From an optimization exercise on the open Yosys and OpenROAD flow, aimed at small area and few clock cycles; shortcuts taken in it are not production practice.
RTL that was checked went through simulation tests only; none was proved equivalent to the original.
Function not checked in run 2: the RTL went through the layout flow alone.
Power figures rest on the tool's default switching activity, not on a simulated workload.

`flow/run.sh`:
```
#!/bin/bash
# synth_recipe.tcl (not shown) runs the flow's synth.tcl, then flattens the netlist and writes it again
# the make line also repeats each setting of config.mk as NAME=value (left out here)
make -C /OpenROAD-flow-scripts/flow DESIGN_CONFIG=/design/flow/config.mk WORK_HOME=/design/flow/orfs CLKGATE_MAP_FILE= SYNTH_SCRIPT=/design/flow/synth_recipe.tcl finish
```
`flow/config.mk`:
```
export PLATFORM = sky130hd
export DESIGN_NAME = frame_codec
export DESIGN_NICKNAME = frame_codec
export VERILOG_FILES = /design/flow/design.v
export SDC_FILE = /design/flow/constraint.sdc
export NUM_CORES = 4
export LEC_CHECK = 0
export CAP_MARGIN = 20
export CORE_MARGIN = 2
export CORE_UTILIZATION = 60
export CTS_BUF_LIST = sky130_fd_sc_hd__clkbuf_16
export CTS_CLUSTER_DIAMETER = 80
export CTS_CLUSTER_SIZE = 24
export PLACE_DENSITY = 0.75
export SLEW_MARGIN = 20
```
`flow/constraint.sdc`:
```
create_clock -name core_clock -period 7.0 [get_ports {clk}]
set_input_delay 1.4000 -clock core_clock [delete_from_list [all_inputs] [get_ports {clk}]]
set_output_delay 1.4000 -clock core_clock [all_outputs]
set_load 0.01 [all_outputs]
```
`flow/design.v`:
```
module frame_codec (
    input  wire        clk,
    input  wire        rst,
    input  wire        in_valid,
    input  wire [7:0]  in_data,
    output reg         in_ready,
    output reg         tx_valid,
    output reg  [7:0]  tx_data,
    output reg         tx_last,
    input  wire        tx_ready,
    output reg         dsp_valid,
    output reg  [7:0]  dsp_data,
    output reg         dsp_last,
    input  wire        dsp_ready,
    output reg         rsp_valid,
    output wire [31:0] rsp_data,
    input  wire        rsp_ready
);
    localparam PW = 16;                 
    localparam LW = 4;                  
    localparam PR = 4;                  
    localparam LR = 2;                  
    localparam JQ_DEPTH = 6;            
    localparam DQ_DEPTH = 3;            
    localparam SQ_DEPTH = 3;            
    localparam [7:0]  DEFAULT_FRAG_SIZE = 8'd16;
    localparam [3:0] ST_OK           = 4'h0;
    localparam [3:0] ST_SEQ_MISMATCH = 4'h1;
    localparam [3:0] ST_CHECKSUM     = 4'h2;
    localparam [3:0] ST_FRAG_OVERRUN = 4'h3;
    localparam [3:0] ST_ALLOC_FAIL   = 4'h4;
    localparam [3:0] ST_MALFORMED    = 4'h5;
    localparam [3:0] ST_NOT_ENABLED  = 4'h6;
    localparam [3:0] ST_BAD_PARAM    = 4'h7;
    localparam [3:0] ST_BAD_OP       = 4'h8;
    localparam [3:0] OP_ATTACH  = 4'h1;
    localparam [3:0] OP_DETACH  = 4'h2;
    localparam [3:0] OP_SETFRAG = 4'h3;
    localparam [3:0] OP_SETSEC  = 4'h4;
    localparam [3:0] OP_SEND    = 4'h5;
    localparam [3:0] OP_RECV    = 4'h6;
    localparam [3:0] OP_RDREG   = 4'h7;
    localparam [2:0] F_CMD  = 3'd0;    
    localparam [2:0] F_WAIT = 3'd1;    
    localparam [2:0] F_DISC = 3'd2;    
    localparam [2:0] F_RX   = 3'd3;    
    localparam [2:0] F_SEND = 3'd4;    
    localparam [2:0] F_SDIR = 3'd5;    
    localparam [2:0] B_IDLE = 3'd0;
    localparam [2:0] B_HDR  = 3'd1;    
    localparam [2:0] B_ENV  = 3'd2;    
    localparam [2:0] B_PAY  = 3'd3;    
    localparam [2:0] B_CRC  = 3'd4;    
    localparam [2:0] B_DSPH = 3'd5;    
    localparam [2:0] B_DSPP = 3'd6;    
    localparam [2:0] B_RSP  = 3'd7;    
    localparam [1:0] J_RSP  = 2'd0;    
    localparam [1:0] J_RECV = 2'd1;    
    localparam [1:0] J_SEND = 2'd2;    
    localparam [1:0] J_RUN  = 2'd3;    
    localparam [1:0] SRC_INT = 2'd0;   
    localparam [1:0] SRC_RNG = 2'd1;   
    localparam [1:0] SRC_IN  = 2'd2;   
    localparam JW = 19;
    function [15:0] crc16_byte;
        input [15:0] crc_in;
        input [7:0]  b;
        integer k;
        reg [15:0] c;
        begin
            c = crc_in ^ {b, 8'h00};
            for (k = 0; k < 8; k = k + 1)
                c = c[15] ? ((c << 1) ^ 16'h1021) : (c << 1);
            crc16_byte = c;
        end
    endfunction
    reg        enabled;
    reg [7:0]  send_seq;
    reg [7:0]  recv_seq;
    reg [7:0]  sec_mode;
    reg [7:0]  frag_size;
    reg        ctx_valid;
    reg [8:0]  ctx_total;       
    reg [8:0]  ctx_offset;      
    reg [7:0]  ctx_type;
    reg [2047:0] ring;          
    reg [7:0]  tcnt;
    reg [2:0]  f_state;
    reg [23:0] cmd;             
    reg [1:0]  bidx;
    reg [15:0] cnt;             
    reg [3:0]  f_status;        
    reg        f_rsp;           
    reg [2:0]  rx_ph;           
    reg [7:0]  prem;            
    reg [1:0]  ek;              
    reg [7:0]  rx_type;
    reg        rx_chk;
    reg        rx_ack;
    reg        rx_frag;
    reg        rx_short;        
    reg [8:0]  rx_t;            
    reg        rx_tbig;         
    reg [15:0] rx_crc;
    reg        rx_lo_ok;
    reg        rx_hi_ok;
    reg        rx_size_bad;
    reg        rx_seq_bad;
    reg [8:0]  wa;              
    reg [8:0]  wv;              
    reg        rx_done;         
    reg [8:0]  vh;              
    reg [8:0]  vn;              
    reg        w_room;          
    reg [JW-1:0] jq [0:JQ_DEPTH-1];
    reg [3:0]  jq_n;
    reg [16:0] dq [0:DQ_DEPTH-1];    
    reg [1:0]  dq_n;
    reg [23:0] sq [0:SQ_DEPTH-1];    
    reg [1:0]  sq_n;
    reg [2:0]  b_state;
    reg [1:0]  hidx;
    reg [1:0]  src;
    reg [7:0]  msg_type;
    reg [15:0] rem;             
    reg [7:0]  pcnt;            
    reg [15:0] tx_crc;
    reg        dsp_pend;        
    reg [7:0]  dsp_type;
    reg [8:0]  dsp_len;
    reg [8:0]  rv;              
    reg [3:0]  b_status;
    reg [8:0]  b_value;
    reg [7:0]  b_rseq;          
    wire in_fire  = in_valid && in_ready;
    wire tx_fire  = tx_valid && tx_ready;
    wire dsp_fire = dsp_valid && dsp_ready;
    wire be_free  = (b_state == B_IDLE) || (b_state == B_RSP && rsp_ready);
    wire       chk_req   = (msg_type[1:0] == 2'd0) ? sec_mode[4] :
                           (msg_type[1:0] == 2'd1 && msg_type[7:2] != 6'h00 &&
                            msg_type[7:2] != 6'h12) ? sec_mode[0] : 1'b0;
    wire       fr_frag   = rem > {8'h00, frag_size};
    wire [7:0] fr_take   = fr_frag ? frag_size : rem[7:0];
    wire [7:0] fr_len    = fr_frag ? frag_size + 8'd2 : rem[7:0];
    wire [7:0] fr_fc     = {3'b000, fr_frag, 1'b0, 1'b1, chk_req, 1'b0};
    wire [15:0] rem_next = rem - {8'h00, fr_take};
    wire [7:0] wtap_pos = tcnt - wv[7:0] + 8'd1;
    wire       can_wr   = (wtap_pos[LW-1:0] == {LW{1'b0}}) && w_room;
    wire [7:0] rpos     = tcnt - rv[7:0];
    wire       r_align  = (rpos[LR-1:0] == {LR{1'b0}});
    wire [7:0] rd_byte  = ring[{rpos[7:LR], {LR{1'b0}}, 3'b000} +: 8];
    wire       rd_avail = r_align && (src != SRC_RNG || f_state != F_SEND || wv != rv);
    localparam [2:0] RP_HDR = 3'd0, RP_PAY = 3'd1, RP_CLO = 3'd2, RP_CHI = 3'd3, RP_END = 3'd4;
    wire       rx_hdr3  = (f_state == F_RX) && (rx_ph == RP_HDR) && (bidx == 2'd3);
    wire       in_pay   = (f_state == F_RX) && (rx_ph == RP_PAY);
    wire       is_data  = in_pay && (!rx_frag || ek == 2'd2);
    wire [2:0] pay_end  = rx_chk ? RP_CLO : RP_END;
    reg  [2:0] rx_ph_nx;            
    always @(*) begin
        case (rx_ph)
            RP_HDR:  rx_ph_nx = (bidx != 2'd3) ? RP_HDR : (in_data == 8'd0) ? pay_end : RP_PAY;
            RP_PAY:  rx_ph_nx = (prem == 8'd1) ? pay_end : RP_PAY;
            RP_CLO:  rx_ph_nx = RP_CHI;
            default: rx_ph_nx = RP_END;
        endcase
    end
    wire       need_wr  = (is_data && !wa[8]) || (f_state == F_SEND);
    wire       wr_en    = in_valid && need_wr && can_wr;
    function [8:0] place;
        input [8:0] head;
        input [7:0] t;
        input [2:0] d;
        reg [7:0] r;
        begin
            r = t + {5'h00, d} - head[7:0];
            place = head + {{(9-LW){1'b0}}, r[LW-1:0]};
        end
    endfunction
    genvar gp;
    generate
        for (gp = 0; gp < 256; gp = gp + 1) begin : g_ring
            if (gp % PW == 0) begin : g_tap
                always @(posedge clk)
                    ring[8*gp +: 8] <= (wr_en && wtap_pos == gp) ? in_data
                                                                  : ring[8*((gp + 255) % 256) +: 8];
            end else begin : g_pass
                always @(posedge clk)
                    ring[8*gp +: 8] <= ring[8*((gp + 255) % 256) +: 8];
            end
        end
    endgenerate
    wire        dec_now  = (f_state == F_CMD) && (bidx == 2'd3) && in_fire;
    wire [31:0] cw       = {(f_state == F_CMD) ? {in_data, cmd[23:16]} : cnt, cmd[15:0]};
    wire [3:0]  c_op     = cw[3:0];
    wire [7:0]  c_arg    = cw[15:8];
    wire [15:0] c_len    = cw[31:16];
    wire        c_bad    = (cw[7:4] != 4'h0) || (c_op == 4'h0) || c_op[3];
    wire        c_data   = (c_op == OP_SEND) || (c_op == OP_RECV);
    wire        c_rxok   = !c_bad && (c_op == OP_RECV) && enabled && (c_len >= 16'd4);
    wire        c_sendok = !c_bad && (c_op == OP_SEND) && enabled;
    wire        c_refuse = c_data && !c_rxok && !c_sendok;
    wire [3:0]  c_rstat  = c_bad ? ST_BAD_OP : !enabled ? ST_NOT_ENABLED : ST_MALFORMED;
    wire        fe_go    = dec_now || (f_state == F_WAIT && !f_rsp);
    wire        jq_full  = (jq_n == JQ_DEPTH);
    wire        jq_empty = (jq_n == 4'd0);
    wire        be_idle  = be_free && jq_empty;
    wire        commit    = rx_done && !jq_full && !(o_dsp && dq_n == DQ_DEPTH);
    reg  [3:0]  o_status;
    reg         o_msg, o_err, o_dsp, o_open, o_adv, o_close;
    always @(*) begin
        o_status = ST_OK;
        o_msg = 1'b0; o_err = 1'b0; o_dsp = 1'b0;
        o_open = 1'b0; o_adv = 1'b0; o_close = 1'b0;
        if (rx_size_bad) begin
            o_status = ST_MALFORMED;
        end else if (rx_seq_bad) begin
            o_status = ST_SEQ_MISMATCH;
        end else if (rx_chk && !(rx_lo_ok && rx_hi_ok)) begin
            o_status = ST_CHECKSUM;
            o_msg = 1'b1;
            o_err = 1'b1;
        end else begin
            o_msg = rx_ack;
            if (rx_frag) begin
                if (rx_short)
                    o_status = ST_MALFORMED;
                else if (!ctx_valid) begin
                    if (rx_tbig)
                        o_status = ST_ALLOC_FAIL;
                    else if (wa > rx_t)
                        o_status = ST_FRAG_OVERRUN;
                    else
                        o_open = 1'b1;
                end else begin
                    if (wa > ctx_total)
                        o_status = ST_FRAG_OVERRUN;
                    else
                        o_adv = 1'b1;
                end
            end else begin
                if (ctx_valid && wa > ctx_total)
                    o_status = ST_FRAG_OVERRUN;
                else begin
                    o_dsp   = 1'b1;
                    o_close = ctx_valid;
                end
            end
        end
    end
    wire [8:0] o_vb  = vn;
    wire [8:0] o_len = ctx_valid ? ctx_total : wa;
    wire       send_ring = !ctx_valid;
    wire       p_send    = fe_go && c_sendok && !rx_done &&
                           (send_ring ? !jq_full && sq_n != SQ_DEPTH : be_idle);
    wire       p_resp    = (f_state == F_WAIT) && f_rsp && !rx_done && !jq_full;
    wire       p_small   = fe_go && !c_data && !rx_done && !jq_full;
    wire       push      = commit || p_send || p_resp || p_small;
    reg  [3:0] sm_status;
    reg        sm_frag, sm_sec, sm_reset, sm_rd;
    reg  [8:0] sm_val;
    always @(*) begin
        sm_status = ST_OK;
        sm_frag = 1'b0; sm_sec = 1'b0; sm_reset = 1'b0; sm_rd = 1'b0;
        sm_val = 9'h0;
        if (c_bad)
            sm_status = ST_BAD_OP;
        else case (c_op)
            OP_ATTACH: sm_reset = 1'b1;
            OP_DETACH: if (!enabled) sm_status = ST_NOT_ENABLED; else sm_reset = 1'b1;
            OP_SETFRAG: begin
                if (!enabled)
                    sm_status = ST_NOT_ENABLED;
                else if (c_arg == 8'd0 || c_arg > 8'd250)
                    sm_status = ST_BAD_PARAM;
                else
                    sm_frag = 1'b1;
            end
            OP_SETSEC: if (!enabled) sm_status = ST_NOT_ENABLED; else sm_sec = 1'b1;
            default: begin    
                if (c_arg >= 8'd8)
                    sm_status = ST_BAD_PARAM;
                else
                    sm_rd = 1'b1;
                case (c_arg[2:0])
                    3'd0: sm_val = {7'h00, ctx_valid, enabled};
                    3'd2: sm_val = {1'b0, recv_seq};
                    3'd5: sm_val = ctx_total;
                    3'd6: sm_val = ctx_offset;
                    3'd7: sm_val = {1'b0, ctx_type};
                    default: sm_val = 9'h0;
                endcase
            end
        endcase
    end
    wire       alloc_rx   = rx_hdr3 && in_fire && !ctx_valid;
    wire       alloc_send = p_send && send_ring && (c_len != 16'h0);
    wire [8:0] a_vb       = place(vh, tcnt, (f_state == F_RX && rx_frag) ? 3'd4 : 3'd2);
    wire [8:0] s_vb       = a_vb;
    wire [8:0] wv_nx = (p_send && c_len != 16'h0) ? s_vb :
                       (rx_hdr3 && in_fire) ?
                           (ctx_valid ? vn + ctx_offset : a_vb) :
                       (in_fire && (f_state == F_SEND || is_data)) ? wv + 9'd1 : wv;
    wire [8:0] w_dist_nx = wv_nx - ((rv == vh) ? vn : rv);
    reg [JW-1:0] pj;
    always @(*) begin
        pj = {JW{1'b0}};
        if (commit) begin
            pj[1:0]   = J_RECV;
            pj[5:2]   = o_status;
            pj[6]     = o_msg;
            pj[7]     = o_err;
            pj[8]     = !rx_size_bad && !rx_seq_bad;
            pj[9]     = o_dsp;
            pj[18:10] = o_vb;
        end else if (p_send) begin
            pj[1:0]   = J_SEND;
            pj[18:10] = s_vb;
        end else if (p_small) begin
            pj[1:0]   = J_RSP;
            pj[5:2]   = sm_status;
            pj[6]     = sm_frag || (sm_rd && c_arg[2:0] == 3'd4);
            pj[7]     = sm_sec || (sm_rd && c_arg[2:0] == 3'd3);
            pj[8]     = sm_reset || (sm_rd && c_arg[2:0] == 3'd1);
            pj[9]     = sm_rd;
            pj[18:10] = (sm_frag || sm_sec) ? {1'b0, c_arg} : sm_val;
        end else begin
            pj[1:0]   = J_RSP;
            pj[5:2]   = f_status;
        end
    end
    wire          h_run  = (jq[0][1:0] == J_RUN);
    wire          h_more = !jq_empty && h_run && (jq[0][4:2] != 3'd0);
    wire [JW-1:0] tj     = jq_empty ? pj :
                           h_run ? {9'h000, 1'b0, 1'b1, 1'b0, jq[0][10], ST_OK, J_RECV} : jq[0];
    wire          take   = be_free && (!jq_empty || push);
    wire [1:0]    t_kind = tj[1:0];
    wire          t_msg  = tj[6];
    wire          t_err  = tj[7];
    wire          t_acc  = tj[8];
    wire          t_dsp  = tj[9];
    wire          t_rd   = tj[9];
    wire [8:0]    t_val  = tj[18:10];
    wire [16:0]   p_dd    = {o_len, ctx_valid ? ctx_type : rx_type};
    wire [23:0]   p_sd    = {c_len, c_arg};
    wire [16:0]   t_dd    = jq_empty ? p_dd : dq[0];
    wire [23:0]   t_sd    = jq_empty ? p_sd : sq[0];
    wire [7:0]    t_dtype = t_dd[7:0];
    wire [8:0]    t_dlen  = t_dd[16:8];
    wire          t_sring = !jq_empty || send_ring;
    wire [7:0]    t_stype = t_sd[7:0];
    wire [15:0]   t_slen  = t_sd[23:8];
    wire [3:0]    jq_tl   = jq_n - 4'd1;
    wire          h_pop   = take && !jq_empty && !h_more;
    wire          h_dec   = take && h_more;
    wire          simple  = commit && (o_status == ST_OK) && !o_dsp;
    wire          merge   = simple && !jq_empty && (jq[jq_tl][1:0] == J_RUN) &&
                            (jq[jq_tl][4:2] != 3'd7) && !(h_pop && jq_n == 4'd1);
    wire          q_push  = push && !merge && !(take && jq_empty);
    wire [JW-1:0] q_new   = simple ? {1'b0, 7'h00, o_msg, 5'h00, 3'd0, J_RUN} : pj;
    wire [2:0]    tl_cnt  = jq[jq_tl][4:2];
    wire [7:0]    tl_bit  = 8'd1 << ((h_dec && jq_n == 4'd1) ? tl_cnt : tl_cnt + 3'd1);
    wire          dq_push = commit && o_dsp && !(take && jq_empty);
    wire          dq_pop  = take && !jq_empty && t_kind == J_RECV && t_dsp;
    wire          sq_push = p_send && !(take && jq_empty);
    wire          sq_pop  = take && !jq_empty && t_kind == J_SEND;
    assign rsp_data = {7'h00, b_value, 12'h000, b_status};
    always @(*) begin
        in_ready  = 1'b0;
        tx_valid  = 1'b0;
        tx_data   = 8'h00;
        tx_last   = 1'b0;
        dsp_valid = 1'b0;
        dsp_data  = 8'h00;
        dsp_last  = 1'b0;
        rsp_valid = 1'b0;
        case (f_state)
            F_CMD, F_DISC: in_ready = 1'b1;
            F_RX:          in_ready = !need_wr || can_wr;
            F_SEND:        in_ready = can_wr;
            F_SDIR:        in_ready = (b_state == B_PAY) && (src == SRC_IN) && tx_ready;
            default: ;
        endcase
        case (b_state)
            B_HDR: begin
                tx_valid = 1'b1;
                case (hidx)
                    2'd0: tx_data = msg_type;
                    2'd1: tx_data = fr_fc;
                    2'd2: tx_data = send_seq;
                    default: tx_data = fr_len;
                endcase
                tx_last = (hidx == 2'd3) && (fr_len == 8'd0) && !chk_req;
            end
            B_ENV: begin
                tx_valid = 1'b1;
                tx_data  = hidx[0] ? rem[15:8] : rem[7:0];
            end
            B_PAY: begin
                case (src)
                    SRC_INT: begin
                        tx_valid = 1'b1;
                        tx_data  = msg_type[6] ? 8'h01 : b_rseq - 8'd1;    
                    end
                    SRC_RNG: begin
                        tx_valid = rd_avail;
                        tx_data  = rd_byte;
                    end
                    default: begin
                        tx_valid = in_valid;
                        tx_data  = in_data;
                    end
                endcase
                tx_last = (pcnt == 8'd1) && !chk_req;
            end
            B_CRC: begin
                tx_valid = 1'b1;
                tx_data  = hidx[0] ? tx_crc[15:8] : tx_crc[7:0];
                tx_last  = hidx[0];
            end
            B_DSPH: begin
                dsp_valid = 1'b1;
                case (hidx)
                    2'd0: dsp_data = dsp_type;
                    2'd1: dsp_data = dsp_len[7:0];
                    default: dsp_data = {7'h00, dsp_len[8]};
                endcase
                dsp_last = (hidx == 2'd2) && (dsp_len == 9'd0);
            end
            B_DSPP: begin
                dsp_valid = r_align;
                dsp_data  = rd_byte;
                dsp_last  = (dsp_len == 9'd1);
            end
            B_RSP: rsp_valid = 1'b1;
            default: ;
        endcase
    end
    integer q;
    always @(posedge clk) begin
        if (rst) begin
            enabled     <= 1'b0;
            send_seq    <= 8'h00;
            recv_seq    <= 8'h00;
            sec_mode    <= 8'h00;
            frag_size   <= DEFAULT_FRAG_SIZE;
            ctx_valid   <= 1'b0;
            ctx_total   <= 9'h0;
            ctx_offset  <= 9'h0;
            ctx_type    <= 8'h00;
            tcnt        <= 8'h00;
            f_state     <= F_CMD;
            bidx        <= 2'd0;
            f_rsp       <= 1'b0;
            rx_done     <= 1'b0;
            vh          <= 9'h0;
            vn          <= 9'h0;
            jq_n        <= 4'd0;
            dq_n        <= 2'd0;
            sq_n        <= 2'd0;
            b_rseq      <= 8'h00;
            b_state     <= B_IDLE;
            rv          <= 9'h0;
        end else begin
            tcnt   <= tcnt + 8'd1;
            wv     <= wv_nx;
            w_room <= !w_dist_nx[8];
            if (alloc_rx || alloc_send)
                vn <= a_vb;
            case (b_state)
                B_HDR: if (tx_fire) begin
                    hidx <= hidx + 2'd1;
                    if (hidx == 2'd2)
                        tx_crc <= crc16_byte({8'h00, send_seq}, send_seq);
                    if (hidx == 2'd3) begin
                        tx_crc <= crc16_byte(tx_crc, fr_len);
                        hidx   <= 2'd0;
                        pcnt   <= fr_take;
                        if (fr_frag)
                            b_state <= B_ENV;
                        else if (fr_take != 8'd0)
                            b_state <= B_PAY;
                        else if (chk_req)
                            b_state <= B_CRC;
                        else begin
                            send_seq <= send_seq + 8'd1;
                            b_state  <= dsp_pend ? B_DSPH : B_RSP;
                        end
                    end
                end
                B_ENV: if (tx_fire) begin
                    tx_crc <= crc16_byte(tx_crc, tx_data);
                    hidx   <= hidx + 2'd1;
                    if (hidx[0]) begin
                        hidx    <= 2'd0;
                        b_state <= B_PAY;
                    end
                end
                B_PAY: if (tx_fire) begin
                    tx_crc <= crc16_byte(tx_crc, tx_data);
                    pcnt   <= pcnt - 8'd1;
                    if (src == SRC_RNG)
                        rv <= rv + 9'd1;
                    if (pcnt == 8'd1) begin
                        if (chk_req) begin
                            b_state <= B_CRC;
                        end else begin
                            send_seq <= send_seq + 8'd1;
                            rem      <= rem_next;
                            b_state  <= (rem_next != 16'h0) ? B_HDR :
                                        dsp_pend ? B_DSPH : B_RSP;
                        end
                    end
                end
                B_CRC: if (tx_fire) begin
                    hidx <= hidx + 2'd1;
                    if (hidx[0]) begin
                        hidx     <= 2'd0;
                        send_seq <= send_seq + 8'd1;
                        rem      <= rem_next;
                        b_state  <= (rem_next != 16'h0) ? B_HDR :
                                    dsp_pend ? B_DSPH : B_RSP;
                    end
                end
                B_DSPH: if (dsp_fire) begin
                    hidx <= hidx + 2'd1;
                    if (hidx == 2'd2) begin
                        hidx     <= 2'd0;
                        dsp_pend <= 1'b0;
                        b_state  <= (dsp_len == 9'd0) ? B_RSP : B_DSPP;
                    end
                end
                B_DSPP: if (dsp_fire) begin
                    rv      <= rv + 9'd1;
                    dsp_len <= dsp_len - 9'd1;      
                    if (dsp_last)
                        b_state <= B_RSP;
                end
                B_RSP: if (rsp_ready) begin
                    b_state <= B_IDLE;
                    b_value <= 9'h0;
                end
                default: ;
            endcase
            if (take) begin
                hidx     <= 2'd0;
                b_status <= tj[5:2];
                b_value  <= 9'h0;
                msg_type <= (t_kind == J_RECV) ? (t_err ? 8'h49 : 8'h00) : t_stype;
                src      <= (t_kind != J_SEND) ? SRC_INT : t_sring ? SRC_RNG : SRC_IN;
                rem      <= (t_kind == J_SEND) ? t_slen : 16'd1;
                dsp_pend <= (t_kind == J_RECV) && t_dsp;
                dsp_type <= t_dtype;
                dsp_len  <= t_dlen;
                if ((t_kind == J_SEND && t_sring && t_slen != 16'h0) || (t_kind == J_RECV && t_dsp))
                    rv <= t_val;
                if (t_kind == J_RECV && t_acc)
                    b_rseq <= b_rseq + 8'd1;
                if (t_kind == J_RSP) begin
                    if (t_rd) begin
                        b_value <= t_msg ? {1'b0, frag_size} :
                                   t_err ? {1'b0, sec_mode} :
                                   t_acc ? {1'b0, send_seq} : t_val;
                    end else begin
                        if (t_msg)
                            frag_size <= t_val[7:0];
                        if (t_err)
                            sec_mode <= t_val[7:0];
                        if (t_acc) begin
                            send_seq  <= 8'h00;
                            sec_mode  <= 8'h00;
                            frag_size <= DEFAULT_FRAG_SIZE;
                            b_rseq    <= 8'h00;
                        end
                    end
                end
                if (t_kind == J_SEND || (t_kind == J_RECV && t_msg))
                    b_state <= B_HDR;
                else if (t_kind == J_RECV && t_dsp)
                    b_state <= B_DSPH;
                else
                    b_state <= B_RSP;
            end
            for (q = 0; q < DQ_DEPTH - 1; q = q + 1)
                if (dq_pop)
                    dq[q] <= dq[q + 1];
            if (dq_push)
                dq[dq_pop ? dq_n - 2'd1 : dq_n] <= p_dd;
            if (dq_push && !dq_pop)
                dq_n <= dq_n + 2'd1;
            else if (!dq_push && dq_pop)
                dq_n <= dq_n - 2'd1;
            for (q = 0; q < SQ_DEPTH - 1; q = q + 1)
                if (sq_pop)
                    sq[q] <= sq[q + 1];
            if (sq_push)
                sq[sq_pop ? sq_n - 2'd1 : sq_n] <= p_sd;
            if (sq_push && !sq_pop)
                sq_n <= sq_n + 2'd1;
            else if (!sq_push && sq_pop)
                sq_n <= sq_n - 2'd1;
            for (q = 0; q < JQ_DEPTH - 1; q = q + 1)
                if (h_pop)
                    jq[q] <= jq[q + 1];
            if (h_dec) begin
                jq[0][17:10] <= {1'b0, jq[0][17:11]} | ((merge && jq_n == 4'd1 && o_msg) ? tl_bit : 8'h00);
                if (!(merge && jq_n == 4'd1))
                    jq[0][4:2] <= jq[0][4:2] - 3'd1;
            end
            if (merge && !(h_dec && jq_n == 4'd1)) begin
                jq[h_pop ? jq_tl - 4'd1 : jq_tl][17:10] <= jq[jq_tl][17:10] | (o_msg ? tl_bit : 8'h00);
                jq[h_pop ? jq_tl - 4'd1 : jq_tl][4:2]   <= tl_cnt + 3'd1;
            end
            if (q_push)
                jq[h_pop ? jq_tl : jq_n] <= q_new;
            if (q_push && !h_pop)
                jq_n <= jq_n + 4'd1;
            else if (!q_push && h_pop)
                jq_n <= jq_n - 4'd1;
            case (f_state)
                F_CMD: if (in_fire) begin
                    bidx <= bidx + 2'd1;
                    if (bidx == 2'd3) begin
                        cnt     <= {in_data, cmd[23:16]};
                        f_state <= F_WAIT;    
                    end else
                        cmd <= {in_data, cmd[23:8]};
                end
                F_DISC: if (in_fire) begin
                    cnt <= cnt - 16'd1;
                    if (cnt == 16'd1) begin
                        f_rsp   <= 1'b1;
                        f_state <= F_WAIT;
                    end
                end
                F_SDIR: if (in_fire) begin
                    cnt <= cnt - 16'd1;
                    if (cnt == 16'd1)
                        f_state <= F_CMD;
                end
                F_SEND: if (in_fire) begin
                    cnt    <= cnt - 16'd1;
                    if (cnt == 16'd1) begin
                        vh      <= wv + 9'd1;
                        f_state <= F_CMD;
                    end
                end
                F_RX: if (in_fire) begin
                    cnt   <= cnt - 16'd1;
                    rx_ph <= rx_ph_nx;
                    case (rx_ph)
                        RP_HDR: begin
                            bidx <= bidx + 2'd1;
                            case (bidx)
                                2'd0: rx_type <= in_data;
                                2'd1: begin
                                    rx_chk  <= in_data[1];
                                    rx_ack  <= in_data[3];
                                    rx_frag <= in_data[4];
                                end
                                2'd2: begin
                                    rx_crc     <= crc16_byte({8'h00, in_data}, in_data);
                                    rx_seq_bad <= in_data != recv_seq;
                                end
                                default: begin
                                    rx_short <= in_data < 8'd2;
                                    rx_crc <= crc16_byte(rx_crc, in_data);
                                    wa     <= ctx_valid ? ctx_offset : 9'h0;
                                    prem   <= in_data;
                                    ek     <= 2'd0;
                                end
                            endcase
                        end
                        RP_PAY: begin
                            rx_crc <= crc16_byte(rx_crc, in_data);
                            prem   <= prem - 8'd1;
                            if (ek != 2'd2) ek <= ek + 2'd1;
                            if (ek == 2'd0) rx_t[7:0] <= in_data;
                            if (ek == 2'd1) begin
                                rx_t[8] <= in_data[0];
                                rx_tbig <= (in_data > 8'd1) || (in_data == 8'd1 && rx_t[7:0] != 8'd0);
                            end
                        end
                        RP_CLO: rx_lo_ok <= in_data == rx_crc[7:0];
                        RP_CHI: rx_hi_ok <= in_data == rx_crc[15:8];
                        default: ;
                    endcase
                    if (is_data)
                        wa <= wa + 9'd1;
                    if (cnt == 16'd1) begin
                        rx_done     <= 1'b1;
                        rx_size_bad <= rx_ph_nx != RP_END;
                        bidx        <= 2'd0;
                        f_state     <= F_CMD;
                    end
                end
                default: ;
            endcase
            if (dec_now && c_refuse) begin
                f_status <= c_rstat;
                if (c_len != 16'h0) begin
                    cnt     <= c_len;
                    f_state <= F_DISC;
                end else begin
                    f_rsp   <= 1'b1;
                    f_state <= F_WAIT;
                end
            end else if (fe_go && c_rxok) begin
                if (!rx_done) begin
                    rx_ph       <= RP_HDR;
                    bidx        <= 2'd0;
                    cnt         <= c_len;
                    f_state     <= F_RX;
                end
            end else if (p_send) begin
                bidx <= 2'd0;
                if (c_len == 16'h0)
                    f_state <= F_CMD;
                else begin
                    cnt     <= c_len;
                    f_state <= send_ring ? F_SEND : F_SDIR;
                end
            end else if (p_resp) begin
                f_rsp   <= 1'b0;
                bidx    <= 2'd0;
                f_state <= F_CMD;
            end else if (p_small) begin
                bidx    <= 2'd0;
                f_state <= F_CMD;
                if (sm_reset) begin
                    enabled    <= (c_op == OP_ATTACH);
                    recv_seq   <= 8'h00;
                    ctx_valid  <= 1'b0;
                    ctx_total  <= 9'h0;
                    ctx_offset <= 9'h0;
                    ctx_type   <= 8'h00;
                end
            end
            if (commit) begin
                rx_done <= 1'b0;
                if (!rx_size_bad && !rx_seq_bad)
                    recv_seq <= recv_seq + 8'd1;
                if (o_open) begin
                    ctx_valid  <= 1'b1;
                    ctx_total  <= rx_t;
                    ctx_offset <= wa;
                    ctx_type   <= rx_type;
                end
                if (o_adv)
                    ctx_offset <= wa;
                if (o_dsp)
                    vh <= o_vb + o_len;
                if (o_close) begin
                    ctx_valid  <= 1'b0;
                    ctx_total  <= 9'h0;
                    ctx_offset <= 9'h0;
                    ctx_type   <= 8'h00;
                end
            end
        end
    end
endmodule
```
==> results_dict.tcl, run 1 <==
set metrics [dict create \
    status "finished clean" \
    netSwitchingFraction 0.316 \
    clkSinkCount 2633 \
    netlist_top_cells_area "sky130_fd_sc_hd__dfxtp_1 (52%), sky130_fd_sc_hd__edfxtp_1 (17%), sky130_fd_sc_hd__mux2_2 (3.0%)" \
    port-buffer-count 48 \
    final_setup_violations 0 \
    synthesis.instances 6631 \
    area_enclosed_by_the_die_boundary_mm2 0.143 \
    criticalPathCategory "reg2out" \
    dieHeight_um 378 \
    post_route_insts_no_fill 8603 \
    synth_enable_flop_cells 464 \
    cts.root.buffer_cell "sky130_fd_sc_hd__clkbuf_16" \
    setup.worst_path.start_class "flip-flop" \
    layout-drive-gt1-share 0.107 \
    transition_time_at_the_pin_with_the_least_slew_margin_ns 1.22 \
    critPathArrivalTime_ns 5.46 \
    antenna_found_initial 10 \
    intPower_mw 22.2 \
    tns_ns 0 \
    critical-path-slowest-cell "sky130_fd_sc_hd__nor3_1" \
    cellPowerDensity_mw_per_mm2 358 \
    tritoncts "done" \
    grt_max_degree 71 \
    regToRegSetupSlack_ns 1.04 \
    ant_nets 0 \
    slew-limit-headroom 0.182 \
    yosysTopAreaCell "sky130_fd_sc_hd__dfxtp_1" \
    floorplan.die.width_um 378 \
    wire_length_of_the_first_global_routing_pass_mm 327 \
    final-hold-violation-count 0 \
    track_usage 0.312 \
    hold-path-cell-count 0 \
    power.total_mw 32.5 \
    cellLeakagePower_nw 34.2 \
    cp_bufs_invs 3 \
    clk_pin_slew_ns 0.09 \
    top_level_ports 68 \
    clock_latency_ns 0.83 \
    yosys_register_bits 2633 \
    placeable_area_mm2 0.139 \
    area_growth_pct 8.37 \
    power_frac_clock 0.267 \
    syn_area_per_cell_um2 12.7 \
    hold_ws_ns 0.296 \
    p_seq_frac 0.503 \
    timing.critical_path.fanout_max 13 \
    initial_utilization 0.603 \
    timing.reg2reg.worst_path_depth 20 \
    layout_worst_path_cycle_share 0.979 \
    final-max-slew-violation-count 0 \
    first_global_vias 49866 \
    tritoncts.num_buffers 135 \
    sum_of_net_half_perimeters_after_detailed_placement_mm 157 \
    drt_first_pass_iters 6 \
    place_congestion 0.977 \
    drv.max_cap_violation_count 0 \
    end_of_flow_core_utilization 0.654 \
    final_nets 6823 \
    path_cells "inv_1, ha_2, buf_4, o2111a_1, or3_1, and2_0, nor3_1, a22oi_1, nand3_1, o21ai_1, nand2b_1, a21o_1, clkdlybuf4s50_1" \
    number_of_levels_in_the_clock_h_tree 4 \
    floorplan.rows 137 \
    post-place-cells 8401 \
    layout_common_cells "sky130_fd_sc_hd__dfxtp_1 (2167), sky130_fd_sc_hd__nand2_1 (498), sky130_fd_sc_hd__edfxtp_1 (464)" \
    grt_busiest_layer "met2" \
    synth.top_cell.area_share 0.517 \
    timing.critical_path.depth 13 \
    met1_usage 0.397 \
    detailroute.via_count 51123 \
    timing.critical_path.required_ns 5.60 \
    mostFrequentLayoutCell "sky130_fd_sc_hd__dfxtp_1" \
    clock_skew_after_layout_ns 0.0778 \
    slowest_delay_ns 0.73 \
    netSwitchingPower_mw 10.3 \
    yosys_most_used_dff "sky130_fd_sc_hd__dfxtp_1" \
    mappedNetlistArea_mm2 0.0840 \
    power_frac_comb 0.230 \
    met3_usage 0.0540 \
    fmax_mhz 146 \
    avgViaCountPerCell 5.94 \
    period_minus_ws_final_ns 6.86 \
    drcViolationCount 0 \
    share_of_synthesized_registers_carrying_an_async_set_or_reset 0 \
    grt_residual_overflow 0 \
    ys_types 117 \
    crit_family "simple AND/OR/NAND/NOR gates" \
    peakVddDrop_v 0.000286 \
    gr-usage-met2 0.500 \
    worst_hold_path_type "reg2reg" \
    synth.yosys.seq_area_share 0.683 \
    wl_per_cell_um 26.1 \
    wirelength_mm 225 \
    worstSetupEndpointType "output pin" \
    clk_path_buf_depth 3 \
    synth.yosys.warnings 1 \
    detail_route.iter0.violations 4976 \
]
[power groups by stage]
stage | Sequential, mW | Clock, mW | Combinational (mW)
2_1_floorplan | 16.5 | 0 | 4.60
3_3_place_gp | 16.7 | 0 | 6.93
3_5_place_dp | 16.7 | 0 | 7.02
4_1_cts | 16.3 | 8.76 | 7.22
5_1_grt | 16.4 | 9.28 | 7.85
6_report | 16.4 | 8.68 | 7.49
[area by class of cell]
class                           count  area (um^2)
Antenna cell                        5         12.5
Clock buffer                      137         3430
Clock inverter                     49          658
Fill cell                       10185        48200
Inverter                          178          669
Multi-Input combinational cell   3519        24700
Sequential cell                  2633        57400
Tap cell                         1876         2350
Timing Repair Buffer              206         1780
[kinds of logic (layout without fill, tap and decap cells)]
| group | count (synthesis) | after routing | synth area share |
|---|---|---|---|
| flip-flops | 2633 | 2633 | 0.683 |
| AND/OR/NAND/NOR | 1481 | 1481 | 0.0826 |
| adder cells (fa/ha/maj) | 136 | 136 | 0.0211 |
| AO/OA/AOI/OAI | 1149 | 1151 | 0.0892 |
| other | 1 | 24 | 0.0000447 |
| multiplexers | 443 | 443 | 0.0658 |
| buffers and inverters | 499 | 570 | 0.0258 |
| XOR/XNOR | 289 | 289 | 0.0323 |
[synthesized netlist by cell type (all sizes together) (43+ instances only)]
cell / instances
a21oi: 320
a211oi: 68
clkbuf: 221
o21ai: 282
nand2: 502
and3: 66
inv: 174
ha: 127
a31oi: 44
dfxtp: 2169
nor3: 95
edfxtp: 464
xnor2: 183
nor2: 403
xor2: 97
mux2i: 156
mux4: 63
o22ai: 43
buf: 100
mux2: 224
nand3: 134
[path summary, 6_finish.rpt]
path                              start            endpoint
setup / recovery       rv[3]$_SDFF_PP0_          tx_data[2]
hold / removal       ring[1426]$_DFF_P_  ring[1434]$_DFF_P_
setup reg to reg  f_state[1]$_SDFF_PP0_    w_room$_DFFE_PN_
hold reg to reg      ring[1426]$_DFF_P_  ring[1434]$_DFF_P_
[metal layers]
metal / vias up / wire (um) / part of all wire
met5: - / 41 / 0.00018
met4: 6 / 15200 / 0.068
met3: 623 / 15800 / 0.070
met2: 2311 / 104000 / 0.46
met1: 24902 / 89600 / 0.40
li1: 23281 / - / -
[state kept, by name (all words and copies together) (netlist names), 9 cells and up]
| name | count |
|---|---|
| jq | 140 |
| rx_crc | 16 |
| dq | 51 |
| sq | 72 |
| vh | 9 |
| rx_t | 9 |
| ring | 2048 |
| wv | 9 |
| cmd | 24 |
| rv | 9 |
| b_value | 9 |
| ctx_total | 9 |
| ctx_offset | 9 |
| vn | 9 |
| cnt | 16 |
| wa | 9 |
| dsp_len | 9 |
| rem | 16 |
| tx_crc | 16 |
[stage by stage]
step | setup slack (ns) | cell area [um^2]
after CTS | 0.000867 | 90800
after detailed placement | 0.602 | 86600
after global placement | 0.698 | 86600
final | 0.145 | 91000
after floorplan | 1.67 | 84000
after global routing | -0.0107 | 91000
[worst register-to-register path: stages (launching register included)]
cell	delay, ns
sky130_fd_sc_hd__dfxtp_1	0.73
sky130_fd_sc_hd__nand2_1	0.13
sky130_fd_sc_hd__nor2_1	0.41
sky130_fd_sc_hd__nand2_1	0.24
sky130_fd_sc_hd__fa_1	0.49
sky130_fd_sc_hd__ha_1	0.22
sky130_fd_sc_hd__fa_1	0.45
sky130_fd_sc_hd__xnor2_1	0.20
sky130_fd_sc_hd__xnor2_1	0.16
sky130_fd_sc_hd__ha_1	0.30
sky130_fd_sc_hd__nor2b_1	0.16
sky130_fd_sc_hd__o2111ai_1	0.22
sky130_fd_sc_hd__xor2_1	0.66
sky130_fd_sc_hd__o22ai_1	0.16
sky130_fd_sc_hd__nand2_1	0.12
sky130_fd_sc_hd__o221ai_1	0.16
sky130_fd_sc_hd__ha_1	0.26
sky130_fd_sc_hd__a211oi_1	0.20
sky130_fd_sc_hd__o21ai_0	0.11
sky130_fd_sc_hd__o22ai_1	0.18
sky130_fd_sc_hd__xnor2_1	0.12
[repair_timing]
| item | CTS | global route |
|---|---|---|
| buffers inserted | 4 | 3 |
| cloned | 2 | 2 |
| pin swaps | 2 | 5 |
| endpoints found under the setup margin | 13 | 15 |
| gates resized for setup | 13 | 19 |
| hold buffers | 0 | 0 |
Testbench counts, summed over its fixed seeds: cycles 43,210.
==> run 2: changes to the inputs <==
--- a/flow/design.v
+++ b/flow/design.v
@@ -18,11 +18,10 @@
 );
     localparam PW = 16;                 
     localparam LW = 4;                  
-    localparam PR = 4;                  
-    localparam LR = 2;                  
+    localparam PR = 8;                  
+    localparam LR = 3;                  
     localparam JQ_DEPTH = 6;            
     localparam DQ_DEPTH = 3;            
-    localparam SQ_DEPTH = 3;            
     localparam [7:0]  DEFAULT_FRAG_SIZE = 8'd16;
     localparam [3:0] ST_OK           = 4'h0;
     localparam [3:0] ST_SEQ_MISMATCH = 4'h1;
@@ -116,10 +115,10 @@
     reg [3:0]  jq_n;
     reg [16:0] dq [0:DQ_DEPTH-1];    
     reg [1:0]  dq_n;
-    reg [23:0] sq [0:SQ_DEPTH-1];    
-    reg [1:0]  sq_n;
+    reg        s_hdr;           
     reg [2:0]  b_state;
     reg [1:0]  hidx;
+    reg        shdr;            
     reg [1:0]  src;
     reg [7:0]  msg_type;
     reg [15:0] rem;             
@@ -164,7 +163,7 @@
             default: rx_ph_nx = RP_END;
         endcase
     end
-    wire       need_wr  = (is_data && !wa[8]) || (f_state == F_SEND);
+    wire       need_wr  = (is_data && !wa[8]) || (f_state == F_SEND) || hdr_wr;
     wire       wr_en    = in_valid && need_wr && can_wr;
     function [8:0] place;
         input [8:0] head;
@@ -249,9 +248,9 @@
     end
     wire [8:0] o_vb  = vn;
     wire [8:0] o_len = ctx_valid ? ctx_total : wa;
-    wire       send_ring = !ctx_valid;
+    wire       send_ring = s_hdr;
     wire       p_send    = fe_go && c_sendok && !rx_done &&
-                           (send_ring ? !jq_full && sq_n != SQ_DEPTH : be_idle);
+                           (send_ring ? !jq_full : be_idle);
     wire       p_resp    = (f_state == F_WAIT) && f_rsp && !rx_done && !jq_full;
     wire       p_small   = fe_go && !c_data && !rx_done && !jq_full;
     wire       push      = commit || p_send || p_resp || p_small;
@@ -293,13 +292,15 @@
         endcase
     end
     wire       alloc_rx   = rx_hdr3 && in_fire && !ctx_valid;
-    wire       alloc_send = p_send && send_ring && (c_len != 16'h0);
+    wire       c0_is_send = (f_state == F_CMD) && (bidx == 2'd0) && (in_data == {4'h0, OP_SEND});
+    wire       c0_send    = c0_is_send && enabled && !ctx_valid;
+    wire       alloc_send = c0_send && in_fire;
+    wire       hdr_wr     = (f_state == F_CMD) && s_hdr;
     wire [8:0] a_vb       = place(vh, tcnt, (f_state == F_RX && rx_frag) ? 3'd4 : 3'd2);
-    wire [8:0] s_vb       = a_vb;
-    wire [8:0] wv_nx = (p_send && c_len != 16'h0) ? s_vb :
+    wire [8:0] wv_nx = alloc_send ? a_vb :
                        (rx_hdr3 && in_fire) ?
                            (ctx_valid ? vn + ctx_offset : a_vb) :
-                       (in_fire && (f_state == F_SEND || is_data)) ? wv + 9'd1 : wv;
+                       (in_fire && (f_state == F_SEND || is_data || hdr_wr)) ? wv + 9'd1 : wv;
     wire [8:0] w_dist_nx = wv_nx - ((rv == vh) ? vn : rv);
     reg [JW-1:0] pj;
     always @(*) begin
@@ -314,7 +315,7 @@
             pj[18:10] = o_vb;
         end else if (p_send) begin
             pj[1:0]   = J_SEND;
-            pj[18:10] = s_vb;
+            pj[18:10] = vn;
         end else if (p_small) begin
             pj[1:0]   = J_RSP;
             pj[5:2]   = sm_status;
@@ -341,14 +342,10 @@
     wire          t_rd   = tj[9];
     wire [8:0]    t_val  = tj[18:10];
     wire [16:0]   p_dd    = {o_len, ctx_valid ? ctx_type : rx_type};
-    wire [23:0]   p_sd    = {c_len, c_arg};
     wire [16:0]   t_dd    = jq_empty ? p_dd : dq[0];
-    wire [23:0]   t_sd    = jq_empty ? p_sd : sq[0];
     wire [7:0]    t_dtype = t_dd[7:0];
     wire [8:0]    t_dlen  = t_dd[16:8];
-    wire          t_sring = !jq_empty || send_ring;
-    wire [7:0]    t_stype = t_sd[7:0];
-    wire [15:0]   t_slen  = t_sd[23:8];
+    wire          t_sring = !jq_empty || send_ring;    
     wire [3:0]    jq_tl   = jq_n - 4'd1;
     wire          h_pop   = take && !jq_empty && !h_more;
     wire          h_dec   = take && h_more;
@@ -361,8 +358,6 @@
     wire [7:0]    tl_bit  = 8'd1 << ((h_dec && jq_n == 4'd1) ? tl_cnt : tl_cnt + 3'd1);
     wire          dq_push = commit && o_dsp && !(take && jq_empty);
     wire          dq_pop  = take && !jq_empty && t_kind == J_RECV && t_dsp;
-    wire          sq_push = p_send && !(take && jq_empty);
-    wire          sq_pop  = take && !jq_empty && t_kind == J_SEND;
     assign rsp_data = {7'h00, b_value, 12'h000, b_status};
     always @(*) begin
         in_ready  = 1'b0;
@@ -374,7 +369,8 @@
         dsp_last  = 1'b0;
         rsp_valid = 1'b0;
         case (f_state)
-            F_CMD, F_DISC: in_ready = 1'b1;
+            F_CMD:         in_ready = hdr_wr ? can_wr : !(c0_is_send && rx_done);
+            F_DISC:        in_ready = 1'b1;
             F_RX:          in_ready = !need_wr || can_wr;
             F_SEND:        in_ready = can_wr;
             F_SDIR:        in_ready = (b_state == B_PAY) && (src == SRC_IN) && tx_ready;
@@ -382,7 +378,7 @@
         endcase
         case (b_state)
             B_HDR: begin
-                tx_valid = 1'b1;
+                tx_valid = !shdr;
                 case (hidx)
                     2'd0: tx_data = msg_type;
                     2'd1: tx_data = fr_fc;
@@ -456,7 +452,7 @@
             vn          <= 9'h0;
             jq_n        <= 4'd0;
             dq_n        <= 2'd0;
-            sq_n        <= 2'd0;
+            s_hdr       <= 1'b0;
             b_rseq      <= 8'h00;
             b_state     <= B_IDLE;
             rv          <= 9'h0;
@@ -467,7 +463,21 @@
             if (alloc_rx || alloc_send)
                 vn <= a_vb;
             case (b_state)
-                B_HDR: if (tx_fire) begin
+                B_HDR: if (shdr) begin
+                    if (rd_avail) begin
+                        rv   <= rv + 9'd1;
+                        hidx <= hidx + 2'd1;
+                        case (hidx)
+                            2'd0: msg_type   <= rd_byte;
+                            2'd1: rem[7:0]   <= rd_byte;
+                            default: begin
+                                rem[15:8] <= rd_byte;
+                                shdr      <= 1'b0;
+                                hidx      <= 2'd0;
+                            end
+                        endcase
+                    end
+                end else if (tx_fire) begin
                     hidx <= hidx + 2'd1;
                     if (hidx == 2'd2)
                         tx_crc <= crc16_byte({8'h00, send_seq}, send_seq);
@@ -545,13 +555,14 @@
                 hidx     <= 2'd0;
                 b_status <= tj[5:2];
                 b_value  <= 9'h0;
-                msg_type <= (t_kind == J_RECV) ? (t_err ? 8'h49 : 8'h00) : t_stype;
+                msg_type <= (t_kind == J_RECV) ? (t_err ? 8'h49 : 8'h00) : c_arg;
                 src      <= (t_kind != J_SEND) ? SRC_INT : t_sring ? SRC_RNG : SRC_IN;
-                rem      <= (t_kind == J_SEND) ? t_slen : 16'd1;
+                rem      <= (t_kind == J_SEND) ? c_len : 16'd1;
+                shdr     <= (t_kind == J_SEND) && t_sring;
                 dsp_pend <= (t_kind == J_RECV) && t_dsp;
                 dsp_type <= t_dtype;
                 dsp_len  <= t_dlen;
-                if ((t_kind == J_SEND && t_sring && t_slen != 16'h0) || (t_kind == J_RECV && t_dsp))
+                if ((t_kind == J_SEND && t_sring) || (t_kind == J_RECV && t_dsp))
                     rv <= t_val;
                 if (t_kind == J_RECV && t_acc)
                     b_rseq <= b_rseq + 8'd1;
@@ -589,15 +600,6 @@
                 dq_n <= dq_n + 2'd1;
             else if (!dq_push && dq_pop)
                 dq_n <= dq_n - 2'd1;
-            for (q = 0; q < SQ_DEPTH - 1; q = q + 1)
-                if (sq_pop)
-                    sq[q] <= sq[q + 1];
-            if (sq_push)
-                sq[sq_pop ? sq_n - 2'd1 : sq_n] <= p_sd;
-            if (sq_push && !sq_pop)
-                sq_n <= sq_n + 2'd1;
-            else if (!sq_push && sq_pop)
-                sq_n <= sq_n - 2'd1;
             for (q = 0; q < JQ_DEPTH - 1; q = q + 1)
                 if (h_pop)
                     jq[q] <= jq[q + 1];
@@ -619,6 +621,8 @@
             case (f_state)
                 F_CMD: if (in_fire) begin
                     bidx <= bidx + 2'd1;
+                    if (bidx == 2'd0)
+                        s_hdr <= c0_send;
                     if (bidx == 2'd3) begin
                         cnt     <= {in_data, cmd[23:16]};
                         f_state <= F_WAIT;    
@@ -712,10 +716,13 @@
                     f_state     <= F_RX;
                 end
             end else if (p_send) begin
-                bidx <= 2'd0;
-                if (c_len == 16'h0)
+                bidx  <= 2'd0;
+                s_hdr <= 1'b0;
+                if (c_len == 16'h0) begin
                     f_state <= F_CMD;
-                else begin
+                    if (send_ring)
+                        vh <= wv_nx;         
+                end else begin
                     cnt     <= c_len;
                     f_state <= send_ring ? F_SEND : F_SDIR;
                 end
--- a/flow/config.mk
+++ b/flow/config.mk
@@ -9,7 +9,7 @@
 export CORE_MARGIN = 2
 export CORE_UTILIZATION = 60
 export CTS_BUF_LIST = sky130_fd_sc_hd__clkbuf_16
-export CTS_CLUSTER_DIAMETER = 80
-export CTS_CLUSTER_SIZE = 24
+export CTS_CLUSTER_DIAMETER = 90
+export CTS_CLUSTER_SIZE = 27
 export PLACE_DENSITY = 0.75
 export SLEW_MARGIN = 20
==> run 2 against run 1 <==
Sequential cell count shrank 72. Largest cell class unchanged. Now fails the layout checks on setup timing. Worst hold slack got worse by 0.0095 ns. Power fell by 0.49%. Maximum frequency shrank 2.6%. Largest power group unchanged. Wire length down 16%. Highest routed layer unchanged. Core utilization is 0.35 points lower.
==> results_dict.tcl, run 2 <==
set metrics [dict create \
    status "failed layout checks" \
    so.violations "setup timing" \
    synth.top_cell.area_share 0.553 \
    layout_worst_path_cycle_share 1.01 \
    pre_cts_ws_ns 0.763 \
    drt_first_pass_iters 8 \
    worst_hold_path_type "reg2reg" \
    first_global_vias 43433 \
    mappedNetlistArea_mm2 0.0785 \
    largestRegisters "ring: 2048 flops, jq: 140 flops, dq: 51 flops" \
    ys_types 102 \
    wire_length_of_the_first_global_routing_pass_mm 279 \
    mostFrequentLayoutCell "sky130_fd_sc_hd__dfxtp_1" \
    synthesis.instances 6011 \
    slew-limit-headroom 0.187 \
    placeable_area_mm2 0.130 \
    final_design_area_no_fill_mm2 0.0843 \
    top_level_ports 68 \
    antenna_found_initial 4 \
    timing.critical_path.fanout_max 11 \
    grt_residual_overflow 0 \
    area_enclosed_by_the_die_boundary_mm2 0.134 \
    wirelength_mm 188 \
    timing.critical_path.from "rv[5]$_SDFF_PP0_" \
    yosys_register_bits 2561 \
    detailroute.via_count 45268 \
    cts.root.buffer_cell "sky130_fd_sc_hd__clkbuf_16" \
    regToRegSetupSlack_ns 0.82 \
    avgViaCountPerCell 5.79 \
    post-route-worst-setup-slack_ns -0.0354 \
    period_minus_ws_final_ns 7.04 \
    wl_per_cell_um 24.0 \
    critPathArrivalTime_ns 5.64 \
    drcViolationCount 0 \
    netlist_top_cells_area "sky130_fd_sc_hd__dfxtp_1 (55%), sky130_fd_sc_hd__edfxtp_1 (15%), sky130_fd_sc_hd__mux2_2 (2.8%)" \
    endpoint "dsp_data[4]" \
    largest_register_ffs 2048 \
    cellPowerDensity_mw_per_mm2 384 \
    floorplan.die.width_um 366 \
    final_setup_violations 1 \
    clk_pin_slew_ns 0.11 \
    antenna_cells_inserted 0 \
    clock_latency_ns 0.80 \
    path_cells "inv_1, ha_1, or2_2, a211oi_1, a211oi_1, and3_1, buf_4, nand2_1, a211oi_1, or4_1, o22a_1, nor2_1, clkdlybuf4s50_1" \
    layout_common_cells "sky130_fd_sc_hd__dfxtp_1 (2167), sky130_fd_sc_hd__edfxtp_1 (393), sky130_fd_sc_hd__nor2_1 (386)" \
    slowest_delay_ns 0.75 \
    criticalPathCategory "reg2out" \
    number_of_levels_in_the_clock_h_tree 3 \
    yosys_most_used_dff "sky130_fd_sc_hd__dfxtp_1" \
    cellLeakagePower_nw 32.2 \
    final_nets 6193 \
    max_flop_register "ring" \
    rr_startpoint "tcnt[1]$_SDFF_PP0_" \
    peakVddDrop_v 0.000328 \
    hold_ws_ns 0.286 \
    dieHeight_um 366 \
    floorplan.rows 132 \
    netlist_top_cells_count "sky130_fd_sc_hd__dfxtp_1 (2168), sky130_fd_sc_hd__nor2_1 (395), sky130_fd_sc_hd__edfxtp_1 (393), sky130_fd_sc_hd__nand2_1 (348), sky130_fd_sc_hd__a21oi_1 (262)" \
    synth.yosys.warnings 1 \
    grt_max_degree 47 \
    track_usage 0.275 \
    setup.worst_path.start_class "flip-flop" \
    synth_enable_flop_cells 393 \
    drv.max_cap_violation_count 0 \
    most_instantiated_library_cell_after_synthesis "sky130_fd_sc_hd__dfxtp_1" \
    place_congestion 1.00 \
    clkSinkCount 2561 \
    timing.critical_path.required_ns 5.60 \
    critical-path-slowest-cell "sky130_fd_sc_hd__or4_1" \
    end_of_flow_core_utilization 0.650 \
    setup_repair_after_global_routing_missed_its_margin "yes" \
    layout-drive-gt1-share 0.100 \
    synth.yosys.seq_area_share 0.703 \
    share_of_synthesized_registers_carrying_an_async_set_or_reset 0 \
    detail_route.iter0.violations 5487 \
    worst_r2r_endpoint "jq[3][4]$_DFFE_PP_" \
    initial_utilization 0.606 \
    clock_skew_after_layout_ns 0.0713 \
    clk_path_buf_depth 3 \
    worstSetupEndpointType "output pin" \
    placement.cell_area_mm2 0.0811 \
    fmax_mhz 142 \
    final-hold-violation-count 0 \
    yosysTopAreaCell "sky130_fd_sc_hd__dfxtp_1" \
    area_growth_pct 7.34 \
    ant_nets 0 \
    tritoncts.num_buffers 108 \
    timing.reg2reg.worst_path_depth 19 \
    transition_time_at_the_pin_with_the_least_slew_margin_ns 1.21 \
    critical_path.most_common_cell "sky130_fd_sc_hd__a211oi_1" \
    tritoncts "done" \
    sum_of_net_half_perimeters_after_detailed_placement_mm 131 \
    final-max-slew-violation-count 0 \
    syn_area_per_cell_um2 13.1 \
    cts_hold_buffers 0 \
    port-buffer-count 48 \
]
## run 2: changes by cell type after synthesis, moves of 32 or more
cell	previous run	this run
sky130_fd_sc_hd__clkbuf_1	221	184
sky130_fd_sc_hd__o21ai_0	267	219
sky130_fd_sc_hd__edfxtp_1	464	393
sky130_fd_sc_hd__a21oi_1	317	262
sky130_fd_sc_hd__nand2_1	501	348
sky130_fd_sc_hd__a22o_1	42	10
sky130_fd_sc_hd__and3_1	66	34
## run 2: final cells by class
class | instances | area, um^2
Clock buffer | 110 | 2750
Inverter | 162 | 608
Multi-Input combinational cell | 3040 | 21700
Clock inverter | 33 | 357
Timing Repair Buffer | 173 | 1470
Sequential cell | 2561 | 55200
Tap cell | 1742 | 2180
Fill cell | 9359 | 45400
## run 2: how the worst min path moves through the flow
| stage | start | to | slack [ns] | depth (start not counted) |
|---|---|---|---|---|
| global route | ring[1245]$_DFF_P_ | ring[1253]$_DFF_P_ | 0.27 | 0 |
| finish | ring[1245]$_DFF_P_ | ring[1253]$_DFF_P_ | 0.29 | 0 |
| detailed placement | ring[116]$_DFF_P_ | ring[124]$_DFF_P_ | 0.31 | 0 |
| CTS | ring[1325]$_DFF_P_ | ring[1333]$_DFF_P_ | 0.27 | 0 |
| floorplan | ring[992]$_DFF_P_ | ring[1000]$_DFF_P_ | 0.31 | 0 |
| global placement | ring[1807]$_DFF_P_ | ring[1815]$_DFF_P_ | 0.31 | 0 |
## run 2: repair_timing
item | 4_1_cts | 5_1_grt
endpoints found under the hold margin | 0 | 0
setup endpoints to repair | 5 | 9
setup buffers | 3 | 1
resized for setup | 1 | 3
gates cloned | 0 | 1
pin swaps | 1 | 1
## run 2: power breakdown
group          switching [mW]  leakage (nW)  internal, mW
Sequential              0.491          21.0          15.6
Clock                    4.41          1.57          2.95
Combinational            5.72          9.60          3.18
Total                    10.6          32.2          21.8
## run 2: critical path, delay by kind of cell (launching register included)
| kind | cells | cell delay [ns] |
|---|---|---|
| compound gates | 4 | 0.69 |
| fa+ha+maj | 1 | 0.43 |
| buf+inv | 3 | 1.11 |
| flops | 1 | 0.55 |
| simple gates | 5 | 2.09 |
## run 2: cells by family after synthesis
group | synth area share
simple gates | 0.0782
compound gates | 0.0742
other cells | 0.0000478
fa+ha+maj | 0.0221
xor+xnor | 0.0313
flops | 0.703
buf+inv | 0.0229
mux | 0.0684
## run 2: per-stage QoR
step	TNS, ns	cells	power, mW
after floorplan	0	6029	21.7
after global placement	0	7672	24.8
after detailed placement	0	7673	24.9
after CTS	0	7819	32.2
after global routing	-0.293	7821	33.5
final	-0.0354	7821	32.4
## run 2: routing by layer
metal,up-vias,part of all wire,GRT usage
li1,20829,-,-
met1,22094,0.45,0.404
met2,1968,0.43,0.412
met3,375,0.078,0.0452
met4,2,0.039,0.0976
met5,-,0.00011,0
==> run 3: changes to the inputs <==
--- a/flow/design.v
+++ b/flow/design.v
@@ -128,6 +128,7 @@
     reg [7:0]  dsp_type;
     reg [8:0]  dsp_len;
     reg [8:0]  rv;              
+    reg [7:0]  rpos;            
     reg [3:0]  b_status;
     reg [8:0]  b_value;
     reg [7:0]  b_rseq;          
@@ -145,7 +146,6 @@
     wire [15:0] rem_next = rem - {8'h00, fr_take};
     wire [7:0] wtap_pos = tcnt - wv[7:0] + 8'd1;
     wire       can_wr   = (wtap_pos[LW-1:0] == {LW{1'b0}}) && w_room;
-    wire [7:0] rpos     = tcnt - rv[7:0];
     wire       r_align  = (rpos[LR-1:0] == {LR{1'b0}});
     wire [7:0] rd_byte  = ring[{rpos[7:LR], {LR{1'b0}}, 3'b000} +: 8];
     wire       rd_avail = r_align && (src != SRC_RNG || f_state != F_SEND || wv != rv);
@@ -301,7 +301,7 @@
                        (rx_hdr3 && in_fire) ?
                            (ctx_valid ? vn + ctx_offset : a_vb) :
                        (in_fire && (f_state == F_SEND || is_data || hdr_wr)) ? wv + 9'd1 : wv;
-    wire [8:0] w_dist_nx = wv_nx - ((rv == vh) ? vn : rv);
+    wire [8:0] w_dist_nx = wv_nx - ((rv == vh && vh != wv) ? vn : rv);
     reg [JW-1:0] pj;
     always @(*) begin
         pj = {JW{1'b0}};
@@ -356,6 +356,10 @@
     wire [JW-1:0] q_new   = simple ? {1'b0, 7'h00, o_msg, 5'h00, 3'd0, J_RUN} : pj;
     wire [2:0]    tl_cnt  = jq[jq_tl][4:2];
     wire [7:0]    tl_bit  = 8'd1 << ((h_dec && jq_n == 4'd1) ? tl_cnt : tl_cnt + 3'd1);
+    wire          rv_load = take && ((t_kind == J_SEND && t_sring) || (t_kind == J_RECV && t_dsp));
+    wire          rv_inc  = (b_state == B_HDR && shdr && rd_avail) ||
+                            (b_state == B_PAY && src == SRC_RNG && tx_fire) ||
+                            (b_state == B_DSPP && dsp_fire);
     wire          dq_push = commit && o_dsp && !(take && jq_empty);
     wire          dq_pop  = take && !jq_empty && t_kind == J_RECV && t_dsp;
     assign rsp_data = {7'h00, b_value, 12'h000, b_status};
@@ -456,8 +460,10 @@
             b_rseq      <= 8'h00;
             b_state     <= B_IDLE;
             rv          <= 9'h0;
+            rpos        <= 8'h00;
         end else begin
             tcnt   <= tcnt + 8'd1;
+            rpos   <= rv_load ? tcnt + 8'd1 - t_val[7:0] : rv_inc ? rpos : rpos + 8'd1;
             wv     <= wv_nx;
             w_room <= !w_dist_nx[8];
             if (alloc_rx || alloc_send)
@@ -623,6 +629,8 @@
                     bidx <= bidx + 2'd1;
                     if (bidx == 2'd0)
                         s_hdr <= c0_send;
+                    if (hdr_wr)
+                        vh <= wv + 9'd1;
                     if (bidx == 2'd3) begin
                         cnt     <= {in_data, cmd[23:16]};
                         f_state <= F_WAIT;    
@@ -642,11 +650,10 @@
                         f_state <= F_CMD;
                 end
                 F_SEND: if (in_fire) begin
-                    cnt    <= cnt - 16'd1;
-                    if (cnt == 16'd1) begin
-                        vh      <= wv + 9'd1;
+                    cnt <= cnt - 16'd1;
+                    vh  <= wv + 9'd1;
+                    if (cnt == 16'd1)
                         f_state <= F_CMD;
-                    end
                 end
                 F_RX: if (in_fire) begin
                     cnt   <= cnt - 16'd1;
--- a/flow/config.mk
+++ b/flow/config.mk
@@ -9,7 +9,7 @@
 export CORE_MARGIN = 2
 export CORE_UTILIZATION = 60
 export CTS_BUF_LIST = sky130_fd_sc_hd__clkbuf_16
-export CTS_CLUSTER_DIAMETER = 90
-export CTS_CLUSTER_SIZE = 27
+export CTS_CLUSTER_DIAMETER = 80
+export CTS_CLUSTER_SIZE = 24
 export PLACE_DENSITY = 0.75
 export SLEW_MARGIN = 20
==> run 3 against run 2 <==
The run now finishes clean. Final cell count shrank 0.37%. Sequential power is essentially flat. Power shrank 9.6%. Sequential cell count grew 8.
==> results_dict.tcl, run 3 <==
set metrics [dict create \
    placeable_area_mm2 0.130 \
    cts.root.buffer_cell "sky130_fd_sc_hd__clkbuf_16" \
    synthSimpleGateAreaFrac 0.0750 \
    track_usage 0.277 \
    mappedNetlistArea_mm2 0.0788 \
    timing.critical_path.required_ns 5.60 \
    placement.cell_area_mm2 0.0811 \
    mostFrequentLayoutCell "sky130_fd_sc_hd__dfxtp_1" \
    fmax_mhz 162 \
    dieHeight_um 366 \
    initial_utilization 0.606 \
    ys_types 110 \
    status "finished clean" \
    clk_pin_slew_ns 0.09 \
    wire_length_of_the_first_global_routing_pass_mm 279 \
    grt_max_degree 52 \
    avgViaCountPerCell 5.75 \
    setup.worst_path.start_class "flip-flop" \
    yosysTopAreaCell "sky130_fd_sc_hd__dfxtp_1" \
    cts_hold_buffers 0 \
    criticalPathCategory "reg2out" \
    synth_compound_gate_area_share 0.0757 \
    cellLeakagePower_nw 32.4 \
    area_growth_pct 7.99 \
    detailroute.via_count 44840 \
    cellPowerDensity_mw_per_mm2 344 \
    share_of_synthesized_registers_carrying_an_async_set_or_reset 0 \
    tritoncts "done" \
    synth.yosys.seq_area_share 0.703 \
    power.total_mw 29.3 \
    pre_cts_ws_ns 0.837 \
    layout_common_cells "sky130_fd_sc_hd__dfxtp_1 (2172), sky130_fd_sc_hd__edfxtp_1 (393), sky130_fd_sc_hd__nor2_1 (378)" \
    wirelength_mm 188 \
    transition_time_at_the_pin_with_the_least_slew_margin_ns 1.24 \
    syn_area_per_cell_um2 13.2 \
    floorplan.rows 132 \
    largest_register_ffs 2048 \
    clk_path_buf_depth 3 \
    first_global_vias 44020 \
    clock_skew_after_layout_ns 0.0537 \
    number_of_levels_in_the_clock_h_tree 4 \
    largestRegisters "ring: 2048 flops, jq: 140 flops, dq: 51 flops" \
    final-hold-violation-count 0 \
    detail_route.iter0.violations 4589 \
    setup_repair_after_global_routing_missed_its_margin "no" \
    top_level_ports 68 \
    most_instantiated_library_cell_after_synthesis "sky130_fd_sc_hd__dfxtp_1" \
    slew-limit-headroom 0.164 \
    max_flop_register "ring" \
    netlist_top_cells_count "sky130_fd_sc_hd__dfxtp_1 (2176), sky130_fd_sc_hd__edfxtp_1 (393), sky130_fd_sc_hd__nor2_1 (384), sky130_fd_sc_hd__nand2_1 (362), sky130_fd_sc_hd__a21oi_1 (235)" \
    final_setup_violations 0 \
    sum_of_net_half_perimeters_after_detailed_placement_mm 128 \
    synth_enable_flop_cells 393 \
    postCtsSetupBuffers 0 \
    synthesis.instances 5976 \
    antenna_found_initial 4 \
    post_synth_fa_ha_maj_area_fraction 0.0224 \
    muxShareOfSynthArea 0.0676 \
    area_enclosed_by_the_die_boundary_mm2 0.134 \
    synth_top_family_by_area "compound AO/OA/AOI/OAI gates" \
    postCtsResizedCells 0 \
    yosys_register_bits 2569 \
    layout-drive-gt1-share 0.104 \
    critPathArrivalTime_ns 4.77 \
    worst_hold_path_type "reg2reg" \
    clkSinkCount 2569 \
    tritoncts.num_buffers 132 \
    tns_ns 0 \
    drt_first_pass_iters 10 \
    final_design_area_no_fill_mm2 0.0851 \
    yosys_most_used_dff "sky130_fd_sc_hd__dfxtp_1" \
]
[run 3: kinds of logic after synthesis]
group	Yosys count
DFF	2569
AOI/OAI and AO/OA	896
other	1
muxes	406
xor gates and xnor gates	304
adders and majority gates	136
and+or+nand+nor	1247
buffers and inverters	417
[run 3: worst max-delay path, stage by stage (launching register included)]
cell	delay, ns
sky130_fd_sc_hd__dfxtp_4	0.72
sky130_fd_sc_hd__buf_4	0.47
sky130_fd_sc_hd__nor2b_1	0.20
sky130_fd_sc_hd__buf_4	0.22
sky130_fd_sc_hd__a22oi_1	0.12
sky130_fd_sc_hd__nor2_1	0.12
sky130_fd_sc_hd__a2111oi_0	0.07
sky130_fd_sc_hd__nor2_1	0.14
sky130_fd_sc_hd__nand3_1	0.64
sky130_fd_sc_hd__a211oi_1	0.49
sky130_fd_sc_hd__buf_4	0.22
sky130_fd_sc_hd__inv_1	0.05
sky130_fd_sc_hd__clkdlybuf4s50_1	0.47
[run 3: path summary, 6_finish.rpt]
path / startpoint / to / cells after the start
setup / recovery: rpos[3]$_SDFFE_PP0P_ / tx_data[7] / 12
hold / removal: ring[97]$_DFF_P_ / ring[105]$_DFF_P_ / 0
setup reg to reg: tcnt[1]$_SDFF_PP0_ / rpos[7]$_SDFFE_PP0P_ / 25
hold reg to reg: ring[97]$_DFF_P_ / ring[105]$_DFF_P_ / 0
[run 3: stage by stage]
| step | std cells | hold WS, ns |
|---|---|---|
| 2_1_floorplan | 5994 | 0.310 |
| 3_3_place_gp | 7613 | 0.310 |
| 3_5_place_dp | 7613 | 0.312 |
| 4_1_cts | 7790 | 0.297 |
| 5_1_grt | 7790 | 0.303 |
| 6_report | 7792 | 0.302 |
[run 3: layer usage]
metal  up-vias  part of all wire  global-route usage
li1      20795                 -                   -
met2      1595              0.46               0.437
met1     22030              0.44               0.383
met4         2             0.044               0.114
met5         -          0.000074                   0
met3       418             0.062              0.0436
[run 3: area by class of cell]
cell class,instances,area [um^2],share of cell area
Clock inverter,43,596,0.00700
Clock buffer,134,3350,0.0394
Timing Repair Buffer,151,1240,0.0145
Multi-Input combinational cell,3008,21800,0.256
Tap cell,1742,2180,0.0256
Sequential cell,2569,55400,0.651
Inverter,143,537,0.00631
Antenna cell,2,5.00,0.0000588
[run 3: power breakdown]
group          internal (mW)  leakage [nW]  total (mW)  switching [mW]
Clock                   3.64          1.96        8.32            4.68
Sequential              15.5          21.2        15.8           0.322
Combinational           1.71          9.26        5.15            3.44
Testbench counts of run 3, summed over its fixed seeds: cycles 44,031.

Re-timed with assumed drivers on the ports (clkbuf_16 on the clock, buf_2 on other inputs), run 3 has 0.760 ns of setup slack against 0.835 ns with ideal ports, and 0.709 ns once port delays also move by the mid clock arrival of 0.861 ns.
